What follows belongs to an exercise in optimizing a design on an open flow for small area, a short achievable clock period and few clock cycles per item; a production flow would make more cautious choices.
Where RTL was checked, it was by simulation tests only, not by an equivalence proof against the original.
Power is estimated from default activity; no workload was simulated.

==> flow/design.v <==
`timescale 1ns/1ps
module nova16_alu (
    input  wire        clk,
    input  wire        rst,         
    input  wire        in_valid,
    output wire        in_ready,
    input  wire [7:0]  op,          
    input  wire        w16,         
    input  wire [15:0] a,           
    input  wire [15:0] b,           
    input  wire [11:0] flags_in,
    output reg         out_valid,
    output reg  [15:0] result,
    output reg         wr,          
    output reg         div_fault,   
    output reg  [11:0] flags_out
);
    localparam FS = 1, FV = 2, FC = 6, FZ = 7, FP = 8;
    function automatic [16:0] smear(input [16:0] x);
        reg [16:0] t;
        begin
            t = x | (x >> 1);
            t = t | (t >> 2);
            t = t | (t >> 4);
            t = t | (t >> 8);
            smear = t | (t >> 16);
        end
    endfunction
    function automatic [4:0] topbit(input [16:0] t);
        reg [16:0] h;
        begin
            h = t & ~(t >> 1);
            topbit = {h[16], |(h[15:0] & 16'hFF00), |(h[15:0] & 16'hF0F0),
                      |(h[15:0] & 16'hCCCC), |(h[15:0] & 16'hAAAA)};
        end
    endfunction
    function automatic [16:0] ksadd(input [16:0] x, input [16:0] y, input ci);
        reg [16:0] g, p, gg, pp, g2, p2;
        integer i, d;
        begin
            g = x & y;
            p = x ^ y;
            gg = g;
            pp = p;
            gg[0] = g[0] | (p[0] & ci);
            for (d = 1; d < 17; d = d * 2) begin
                g2 = gg;
                p2 = pp;
                for (i = d; i < 17; i = i + 1) begin
                    g2[i] = gg[i] | (pp[i] & gg[i-d]);
                    p2[i] = pp[i] & pp[i-d];
                end
                gg = g2;
                pp = p2;
            end
            ksadd = p ^ {gg[15:0], ci};
        end
    endfunction
    reg        v1, w;
    reg        c_as, c_sub, c_one, c_lg, c_sh, c_bt, c_mul, c_div, c_lng;
    reg [1:0]  o;               
    reg [15:0] A, B;
    reg [11:0] F;
    wire [15:0] in_mask = w16 ? 16'hFFFF : 16'h00FF;
    wire        i_bt    = op[5];
    wire [3:0]  i_c     = op[3:0];
    reg        p2, it, finz, fin;   
    reg        cpre, nn;
    reg        sub, yb, y2;         
    reg        imul, idiv;          
    reg        xa, xb;              
    reg [3:0]  cnt;
    reg [16:0] R;                   
    reg        hz, hm;              
    reg  rdy;
    wire ready = !v1 || !c_lng || fin;
    assign in_ready = rdy;
    wire p1 = v1 && c_lng && !p2 && !it && !finz;
    wire [15:0] mW = w ? 16'hFFFF : 16'h00FF;
    wire sa = w ? A[15] : A[7];
    wire sb = w ? B[15] : B[7];
    wire [3:0] k = {w & B[3], B[2:0]};
    function automatic [2:0] booth(input [2:0] d);
        begin
            booth = {d[2] & ~(d[1] & d[0]), d[1] ^ d[0], (d == 3'b011) || (d == 3'b100)};
        end
    endfunction
    wire [16:0] vA = {A ^ ({16{xa}} & mW), 1'b1};
    wire [16:0] vB = {B ^ ({16{xb}} & mW), 1'b1};
    wire [16:0] tA = smear(vA);
    wire [16:0] tB = smear(vB);
    wire        lt = |(tB & ~tA);               
    wire [4:0]  hA = topbit(tA);
    wire [4:0]  hB = topbit(tB);
    wire [4:0]  hM = lt ? hA : hB;
    wire [4:0]  hd = hA - hB;
    wire [3:0]  cnt1 = c_mul ? {1'b0, hM[3:1]} : hd[3:0];
    wire        az   = (A == 16'd0);
    wire        bz   = (B == 16'd0);
    wire        zq   = c_mul ? (az | bz) : (lt | bz);
    wire [15:0] Xs   = lt ? B : A;
    wire [16:0] Ash  = {A, 1'b0};
    wire [16:0] Bsh  = {B, 1'b0};
    wire [2:0]  dgA  = Ash[{hA[3:1], 1'b0} +: 3];
    wire [2:0]  dgB  = Bsh[{hB[3:1], 1'b0} +: 3];
    wire [2:0]  dig1 = lt ? dgA : dgB;                    
    wire        one1 = lt ? (hA[3:1] == 3'd0) : (hB[3:1] == 3'd0);
    wire [18:0] Mq   = {A, 3'b000};
    wire [2:0]  dign = Mq[{cnt[2:0], 1'b0} +: 3];         
    wire        rgt = (c_sh && o[0]) || c_bt;
    wire [3:0]  amt = p2 ? ~cnt : (rgt ? ~k : k);
    wire [15:0] rx  = (w || p2) ? A : {A[7:0], A[7:0]};
    wire [15:0] rin = (rgt && !p2) ? {rx[14:0], rx[15]} : rx;
    wire [31:0] rr  = {rin, rin} << amt;
    wire [15:0] rot = rr[31:16];
    wire [15:0] lm  = ~(16'hFFFF << amt);       
    wire [15:0] Y     = ({16{yb}} & B) | ({16{y2}} & {B[14:0], 1'b0}) | {15'd0, c_one};
    wire [16:0] op1   = idiv ? {R[15:0], A[15]} : (imul ? {1'b0, R[13:0], 2'b00} : {1'b0, A});
    wire [16:0] op2   = {17{sub}} ^ {1'b0, Y};
    wire [16:0] S     = ksadd(op1, op2, sub);
    wire [15:0] zx  = op1[15:0] ^ op2[15:0];
    wire [15:0] zo  = op1[15:0] | op2[15:0];
    wire [15:0] zv  = ~(zx ^ {zo[14:0], sub});
    wire        zS  = (&zv[7:0]) && (!w || (&zv[15:8]));
    wire        c16   = S[16] ^ sub;
    wire        fill  = (yb | y2) && (sub ? !B[15] : B[15]);
    wire [1:0]  r2    = R[15:14];
    wire        e0_c0 = fill ? (r2 == 2'd1) : (r2 == 2'd0);
    wire        e0_c1 = fill && (r2 == 2'd0);
    wire        em_c0 = fill && (r2 == 2'd0);
    wire        e4_c1 = !fill && (r2 == 2'd3);
    wire        e3_c0 = !fill && (r2 == 2'd3);
    wire        e3_c1 = fill ? (r2 == 2'd3) : (r2 == 2'd2);
    wire        H0_c0 = hz & e0_c0;
    wire        H0_c1 = (hz & e0_c1) | (hm & e4_c1);
    wire        H1_c0 = (hz & em_c0) | (hm & e3_c0);
    wire        H1_c1 = hm & e3_c1;
    wire        Hn0   = c16 ? H0_c1 : H0_c0;
    wire        Hn1   = c16 ? H1_c1 : H1_c0;
    wire        mhi0  = w ? Hn0 : (S[15:8] == 8'h00);
    wire        mul_c = cpre | (nn & !mhi0);
    wire        mul_v = w ? (S[15] ? !Hn1 : !Hn0) : (S[15:8] != {8{S[7]}});
    wire        take  = !S[16];
    wire [15:0] qn    = {A[14:0], take};
    wire [15:0] bm  = 16'd1 << k;
    wire        l_and = c_bt ? (o == 2'd2) : (o == 2'd0);
    wire        l_or  = (o == 2'd1);
    wire [15:0] Y2  = c_bt ? ((o == 2'd2) ? ~bm : bm) : ((o == 2'd3) ? 16'hFFFF : B);
    wire [15:0] L   = l_and ? (A & Y2) : (l_or ? (A | Y2) : (A ^ Y2));
    wire [15:0] shm = o[1] ? 16'hFFFF : (!o[0] ? (16'hFFFF << k) : (mW >> k));
    wire last_mul = fin && it && c_mul;
    wire last_div = fin && it && c_div;
    wire s_add    = c_as || last_mul;
    wire fault    = finz && c_div && (B == 16'd0);
    wire [15:0] rl = mW & (({16{c_sh}} & rot & shm) | ({16{c_lg | c_bt}} & L));
    wire [15:0] r  = rl | (mW & (({16{last_div}} & qn) | ({16{s_add}} & S[15:0])));
    wire sy     = w ? Y[15] : Y[7];
    wire ssum   = w ? S[15] : S[7];
    wire add_v  = c_sub ? ((sa != sy) && (ssum != sa)) : ((sa == sy) && (ssum != sa));
    wire add_c  = w ? S[16] : S[8];
    wire kz     = (k == 4'd0);
    wire sh_c   = !o[0] ? rot[0] : (w ? rot[15] : rot[7]);
    wire rz     = (rl == 16'd0);
    wire rs     = w ? rl[15] : rl[7];
    wire rp     = ~^rl[7:0];
    wire zsp_r  = c_lg || (c_sh && !kz);        
    wire keep_f = (c_sh && kz) || fault;        
    wire bt_z   = (o == 2'd0) ? !rot[0] : (o == 2'd1 ? 1'b0 : (o == 2'd2 ? 1'b1 : rot[0]));
    wire z_new = (zsp_r & rz) | (s_add & zS) | (last_div & (A[14:0] == 15'd0) & !take) |
                 (c_bt & bt_z) | (finz & !fault);
    wire s_new = (zsp_r & rs) | (s_add & ssum) | (last_div & (w ? A[14] : A[6]));
    wire p_new = (zsp_r & rp) | (s_add & ~^S[7:0]) | (last_div & ~^qn[7:0]) | (finz & !fault);
    wire c_new = (c_as & add_c) | (last_mul & mul_c) | (c_sh & sh_c);
    wire v_new = (c_as & add_v) | (last_mul & mul_v);
    wire set_zsp = !keep_f && !c_bt;
    wire set_cv  = !keep_f && !c_bt && !c_sh;
    reg [11:0] f;
    always @* begin
        f = F;
        if (!keep_f) f[FZ] = z_new;
        if (set_zsp) begin
            f[FS] = s_new;
            f[FP] = p_new;
        end
        if (set_zsp) f[FC] = c_new;
        if (set_cv)  f[FV] = v_new;
    end
    wire o_wr = !keep_f && !(c_as && o == 2'd3) && !(c_bt && o == 2'd0);
    wire done = v1 && (!c_lng || fin);
    wire fin_nx = p1 ? (zq || (c_mul && one1)) :
                  p2 ? (cnt == 4'd0) : (cnt == 4'd1);
    wire i_lng  = !i_bt && (i_c == 4'h3 || i_c == 4'h4);
    always @(posedge clk) begin
        out_valid <= !rst && done;
        result    <= r;
        wr        <= o_wr;
        div_fault <= fault;
        flags_out <= f;
        if (rst) begin
            v1   <= 1'b0;
            p2   <= 1'b0;
            it   <= 1'b0;
            finz <= 1'b0;
            fin  <= 1'b0;
        end else if (ready) begin
            v1   <= in_valid;
            p2   <= 1'b0;
            it   <= 1'b0;
            finz <= 1'b0;
            fin  <= 1'b0;
        end else if (p1) begin
            finz <= zq;
            p2   <= !zq && c_div;
            it   <= !zq && c_mul;
            fin  <= fin_nx;
        end else if (p2) begin
            p2   <= 1'b0;
            it   <= 1'b1;
            fin  <= fin_nx;
        end else if (it) begin
            fin  <= fin_nx;
        end
        rdy <= rst || (ready ? (!in_valid || !i_lng) : fin_nx);
        if (rst || ready) begin
            imul <= 1'b0;
            idiv <= 1'b0;
        end else if (p1) begin
            imul <= !zq && c_mul;
        end else if (p2) begin
            idiv <= 1'b1;
        end
        if (ready) begin
            w     <= w16;
            xa    <= !i_bt && i_c == 4'h3 && (w16 ? a[15] : a[7]);
            xb    <= !i_bt && i_c == 4'h3 && (w16 ? b[15] : b[7]);
            c_as  <= !i_bt && (i_c == 4'h1 || i_c == 4'h2 || i_c == 4'h5 || i_c == 4'h6 || i_c == 4'h7);
            c_sub <= !i_bt && (i_c == 4'h2 || i_c == 4'h6 || i_c == 4'h7);
            c_one <= !i_bt && (i_c == 4'h5 || i_c == 4'h6);
            sub   <= !i_bt && (i_c == 4'h2 || i_c == 4'h6 || i_c == 4'h7);
            yb    <= !(!i_bt && (i_c == 4'h5 || i_c == 4'h6));
            y2    <= 1'b0;
            c_lg  <= !i_bt && i_c[3:2] == 2'b10;
            c_sh  <= !i_bt && i_c[3:2] == 2'b11;
            c_bt  <= i_bt;
            c_mul <= !i_bt && i_c == 4'h3;
            c_div <= !i_bt && i_c == 4'h4;
            c_lng <= i_lng;
            o     <= op[1:0];
            A     <= a & in_mask;
            B     <= b & in_mask;
            F     <= flags_in;
        end else if (p1) begin
            cnt  <= cnt1;
            if (c_mul) begin
                A <= lt ? A : B;                        
                B <= w ? Xs : {{8{Xs[7]}}, Xs[7:0]};    
            end
            R    <= 17'd0;
            hz   <= 1'b1;
            hm   <= 1'b0;
            if (c_mul)
                {sub, yb, y2} <= booth(dig1);
            else
                {sub, yb, y2} <= 3'b110;
            cpre <= (sa && B[15:1] != 15'd0) || (sb && A[15:1] != 15'd0);
            nn   <= !sa && !sb;
        end else if (p2) begin
            A <= rot & ~lm;
            R <= {1'b0, rot & lm};
        end else if (it) begin
            cnt  <= cnt - 4'd1;
            R    <= S;
            if (c_mul) begin
                hz   <= Hn0;
                hm   <= Hn1;
                {sub, yb, y2} <= booth(dign);
            end else begin
                sub <= take;
                A   <= qn;
            end
        end
    end
endmodule
Settings: LEC_CHECK=0, CAP_MARGIN=20, CORE_MARGIN=2, CORE_UTILIZATION=40, SLEW_MARGIN=20; clock period 13.0 ns.
standard.sh (not shown) runs the stock make flow with config.mk's settings and CLKGATE_MAP_FILE= SYNTH_SCRIPT=/design/flow/synth_recipe.tcl, a recipe that flattens the netlist after the stock synthesis.
==> flow/flow/run.sh <==
#!/bin/bash
# The standard layout (the standard.sh: ORFS synthesis to finish, same
# settings and constraints), with repair_timing asked to leave extra setup
# slack so that it also works on paths that already meet the 13 ns clock,
# and with plain buffers (instead of delay cells) on the ports.
set -euo pipefail
bash standard.sh SETUP_SLACK_MARGIN=9.0 "BUFFER_PORTS_ARGS=-buffer_cell sky130_fd_sc_hd__buf_2" finish > standard.log 2>&1
Testbench counts at the start, summed over its fixed seeds: cycles 10,466, ops 8,000.
Next try:
--- a/flow/design.v
+++ b/flow/design.v
@@ -67,6 +67,9 @@
     reg        p2, it, finz, fin;   
     reg        cpre, nn;
     reg        sub, yb, y2;         
+    reg        q_and, q_or, q_ub, q_um, q_inv, q_one;    
+    reg        r_rgt;               
+    reg [3:0]  r_amt;               
     reg        imul, idiv;          
     reg        xa, xb;              
     reg [3:0]  cnt;
@@ -107,10 +110,9 @@
     wire        one1 = lt ? (hA[3:1] == 3'd0) : (hB[3:1] == 3'd0);
     wire [18:0] Mq   = {A, 3'b000};
     wire [2:0]  dign = Mq[{cnt[2:0], 1'b0} +: 3];         
-    wire        rgt = (c_sh && o[0]) || c_bt;
-    wire [3:0]  amt = p2 ? ~cnt : (rgt ? ~k : k);
+    wire [3:0]  amt = p2 ? ~cnt : r_amt;
     wire [15:0] rx  = (w || p2) ? A : {A[7:0], A[7:0]};
-    wire [15:0] rin = (rgt && !p2) ? {rx[14:0], rx[15]} : rx;
+    wire [15:0] rin = (r_rgt && !p2) ? {rx[14:0], rx[15]} : rx;
     wire [31:0] rr  = {rin, rin} << amt;
     wire [15:0] rot = rr[31:16];
     wire [15:0] lm  = ~(16'hFFFF << amt);       
@@ -143,10 +145,8 @@
     wire        take  = !S[16];
     wire [15:0] qn    = {A[14:0], take};
     wire [15:0] bm  = 16'd1 << k;
-    wire        l_and = c_bt ? (o == 2'd2) : (o == 2'd0);
-    wire        l_or  = (o == 2'd1);
-    wire [15:0] Y2  = c_bt ? ((o == 2'd2) ? ~bm : bm) : ((o == 2'd3) ? 16'hFFFF : B);
-    wire [15:0] L   = l_and ? (A & Y2) : (l_or ? (A | Y2) : (A ^ Y2));
+    wire [15:0] Y2  = ({16{q_ub}} & B) | ({16{q_um}} & (bm ^ {16{q_inv}})) | {16{q_one}};
+    wire [15:0] L   = q_and ? (A & Y2) : (q_or ? (A | Y2) : (A ^ Y2));
     wire [15:0] shm = o[1] ? 16'hFFFF : (!o[0] ? (16'hFFFF << k) : (mW >> k));
     wire last_mul = fin && it && c_mul;
     wire last_div = fin && it && c_div;
@@ -190,6 +190,8 @@
     wire fin_nx = p1 ? (zq || (c_mul && one1)) :
                   p2 ? (cnt == 4'd0) : (cnt == 4'd1);
     wire i_lng  = !i_bt && (i_c == 4'h3 || i_c == 4'h4);
+    wire i_rgt  = i_bt || (i_c[3:2] == 2'b11 && i_c[0]);
+    wire [3:0] i_k = {w16 & b[3], b[2:0]};
     always @(posedge clk) begin
         out_valid <= !rst && done;
         result    <= r;
@@ -221,6 +223,14 @@
             fin  <= fin_nx;
         end
         rdy <= rst || (ready ? (!in_valid || !i_lng) : fin_nx);
+        r_rgt <= i_rgt;
+        r_amt <= i_rgt ? ~i_k : i_k;
+        q_and <= (!i_bt && i_c == 4'h8) || (i_bt && op[1:0] == 2'd2);
+        q_or  <= (op[1:0] == 2'd1);
+        q_ub  <= !i_bt && op[1:0] != 2'd3;
+        q_um  <= i_bt;
+        q_inv <= i_bt && op[1:0] == 2'd2;
+        q_one <= !i_bt && op[1:0] == 2'd3;
         if (rst || ready) begin
             imul <= 1'b0;
             idiv <= 1'b0;
=> The new run produced a clean layout; synthesized area increases by 2.3%; worst hold slack hardly moves; worst setup slack loses 0.051 ns; non-clock buffer count decreases by 7; sequential share of layout area increases by 1.0 points; cell count stays flat; die area increases by 2.3%; power increases by 4.6%; clock power increases by 7.9%; clock-buffer cell count decreases by 2.
Only the layout flow was run in the second run of this note; the RTL was not checked for function there.

RTL: the design.v shown in full above, as it stands there.
export LEC_CHECK = 0
export CAP_MARGIN = 20
export CORE_MARGIN = 2
export CORE_UTILIZATION = 40
export SLEW_MARGIN = 20
create_clock -name core_clock -period 13.0 [get_ports {clk}]
==> flow/flow/run.sh <==
#!/bin/bash
# The standard layout (the standard.sh: ORFS synthesis to finish, same
# settings and constraints), with repair_timing asked to leave extra setup
# slack so that it also works on paths that already meet the 13 ns clock.
set -euo pipefail
bash standard.sh SETUP_SLACK_MARGIN=8.5 finish > standard.log 2>&1
The first run produced a clean layout.
Testbench counts at the start, summed over its fixed seeds: cycles 10,466, ops 8,000.
Change:
--- a/flow/design.v
+++ b/flow/design.v
@@ -64,12 +64,15 @@
     wire [15:0] in_mask = w16 ? 16'hFFFF : 16'h00FF;
     wire        i_bt    = op[5];
     wire [3:0]  i_c     = op[3:0];
     reg        p2, it, finz, fin;   
     reg        cpre, nn;
     reg        sub, yb, y2;         
+    reg        q_and, q_or, q_ub, q_um, q_inv, q_one;    
+    reg        r_rgt;               
+    reg [3:0]  r_amt;               
     reg        imul, idiv;          
     reg        xa, xb;              
     reg [3:0]  cnt;
     reg [16:0] R;                   
     reg        hz, hm;              
     reg  rdy;
@@ -104,16 +107,15 @@
     wire [2:0]  dgA  = Ash[{hA[3:1], 1'b0} +: 3];
     wire [2:0]  dgB  = Bsh[{hB[3:1], 1'b0} +: 3];
     wire [2:0]  dig1 = lt ? dgA : dgB;                    
     wire        one1 = lt ? (hA[3:1] == 3'd0) : (hB[3:1] == 3'd0);
     wire [18:0] Mq   = {A, 3'b000};
     wire [2:0]  dign = Mq[{cnt[2:0], 1'b0} +: 3];         
-    wire        rgt = (c_sh && o[0]) || c_bt;
-    wire [3:0]  amt = p2 ? ~cnt : (rgt ? ~k : k);
+    wire [3:0]  amt = p2 ? ~cnt : r_amt;
     wire [15:0] rx  = (w || p2) ? A : {A[7:0], A[7:0]};
-    wire [15:0] rin = (rgt && !p2) ? {rx[14:0], rx[15]} : rx;
+    wire [15:0] rin = (r_rgt && !p2) ? {rx[14:0], rx[15]} : rx;
     wire [31:0] rr  = {rin, rin} << amt;
     wire [15:0] rot = rr[31:16];
     wire [15:0] lm  = ~(16'hFFFF << amt);       
     wire [15:0] Y     = ({16{yb}} & B) | ({16{y2}} & {B[14:0], 1'b0}) | {15'd0, c_one};
     wire [16:0] op1   = idiv ? {R[15:0], A[15]} : (imul ? {1'b0, R[13:0], 2'b00} : {1'b0, A});
     wire [16:0] op2   = {17{sub}} ^ {1'b0, Y};
@@ -140,16 +142,14 @@
     wire        mhi0  = w ? Hn0 : (S[15:8] == 8'h00);
     wire        mul_c = cpre | (nn & !mhi0);
     wire        mul_v = w ? (S[15] ? !Hn1 : !Hn0) : (S[15:8] != {8{S[7]}});
     wire        take  = !S[16];
     wire [15:0] qn    = {A[14:0], take};
     wire [15:0] bm  = 16'd1 << k;
-    wire        l_and = c_bt ? (o == 2'd2) : (o == 2'd0);
-    wire        l_or  = (o == 2'd1);
-    wire [15:0] Y2  = c_bt ? ((o == 2'd2) ? ~bm : bm) : ((o == 2'd3) ? 16'hFFFF : B);
-    wire [15:0] L   = l_and ? (A & Y2) : (l_or ? (A | Y2) : (A ^ Y2));
+    wire [15:0] Y2  = ({16{q_ub}} & B) | ({16{q_um}} & (bm ^ {16{q_inv}})) | {16{q_one}};
+    wire [15:0] L   = q_and ? (A & Y2) : (q_or ? (A | Y2) : (A ^ Y2));
     wire [15:0] shm = o[1] ? 16'hFFFF : (!o[0] ? (16'hFFFF << k) : (mW >> k));
     wire last_mul = fin && it && c_mul;
     wire last_div = fin && it && c_div;
     wire s_add    = c_as || last_mul;
     wire fault    = finz && c_div && (B == 16'd0);
     wire [15:0] rl = mW & (({16{c_sh}} & rot & shm) | ({16{c_lg | c_bt}} & L));
@@ -187,12 +187,14 @@
     end
     wire o_wr = !keep_f && !(c_as && o == 2'd3) && !(c_bt && o == 2'd0);
     wire done = v1 && (!c_lng || fin);
     wire fin_nx = p1 ? (zq || (c_mul && one1)) :
                   p2 ? (cnt == 4'd0) : (cnt == 4'd1);
     wire i_lng  = !i_bt && (i_c == 4'h3 || i_c == 4'h4);
+    wire i_rgt  = i_bt || (i_c[3:2] == 2'b11 && i_c[0]);
+    wire [3:0] i_k = {w16 & b[3], b[2:0]};
     always @(posedge clk) begin
         out_valid <= !rst && done;
         result    <= r;
         wr        <= o_wr;
         div_fault <= fault;
         flags_out <= f;
@@ -218,12 +220,20 @@
             it   <= 1'b1;
             fin  <= fin_nx;
         end else if (it) begin
             fin  <= fin_nx;
         end
         rdy <= rst || (ready ? (!in_valid || !i_lng) : fin_nx);
+        r_rgt <= i_rgt;
+        r_amt <= i_rgt ? ~i_k : i_k;
+        q_and <= (!i_bt && i_c == 4'h8) || (i_bt && op[1:0] == 2'd2);
+        q_or  <= (op[1:0] == 2'd1);
+        q_ub  <= !i_bt && op[1:0] != 2'd3;
+        q_um  <= i_bt;
+        q_inv <= i_bt && op[1:0] == 2'd2;
+        q_one <= !i_bt && op[1:0] == 2'd3;
         if (rst || ready) begin
             imul <= 1'b0;
             idiv <= 1'b0;
         end else if (p1) begin
             imul <= !zq && c_mul;
         end else if (p2) begin
The new run completed without violations. Total power goes up by 5.6%. Count of clock-buffer cells in the layout came out higher by 1. Final area rises by 5.4%. Worst setup slack degrades by 0.092 ns. Non-clock buffer count rose by 36. Clock skew decreases by 0.0055 ns. Via count rises by 1.7%. Sequential share of layout area grows by 0.30 points. Global-route usage came out higher by 0.76 points. Core utilization climbs by 1.2 points. Cell count grows by 2.1%. Flip-flop and latch count increases by 11.
No functional check of the RTL was part of the second run of this note.

## static timing again, ports no longer ideal
How much do the figures lean on ideal ports? The routed layouts below were timed once more, with nothing changed but the port constraints. Step 1 assumes that a clkbuf_16 drives the clock port and a buf_2 every other input. Step 2 moves the port delays by t, midway between the first and last clock arrival at a register: inputs arrive t later, outputs are due t later. That takes back most of the time a late clock gives input paths. Three values: ideal ports, drivers, drivers and shift; two values: the first two.
| run | t, ns | setup slack, ns | worst hold slack (ns) | worst data-port slew with drivers (ns) | cell pins on the clock port's net |
|---|---|---|---|---|---|
| the first run of note 1 | 0.496 | 8.988 / 8.988 / 8.988 | 0.346 / 0.346 / 0.346 | 0.03 | 1 |
| the second run of note 1 | 0.489 | 8.937 / 8.937 / 8.856 | 0.345 / 0.345 / 0.345 | 0.05 | 1 |
| the first run of note 2 | 0.498 | 8.557 / 8.557 / 8.557 | 0.337 / 0.337 / 0.337 | 0.04 | 1 |
| the second run of note 2 | 0.489 | 8.465 / 8.465 / 8.313 | 0.344 / 0.344 / 0.344 | 0.04 | 1 |
After both steps setup and hold are still met in every run listed. For the second run of note 2, which loses most, drivers alone change the setup slack by 0.000 ns; drivers and shift together by -0.152 ns.
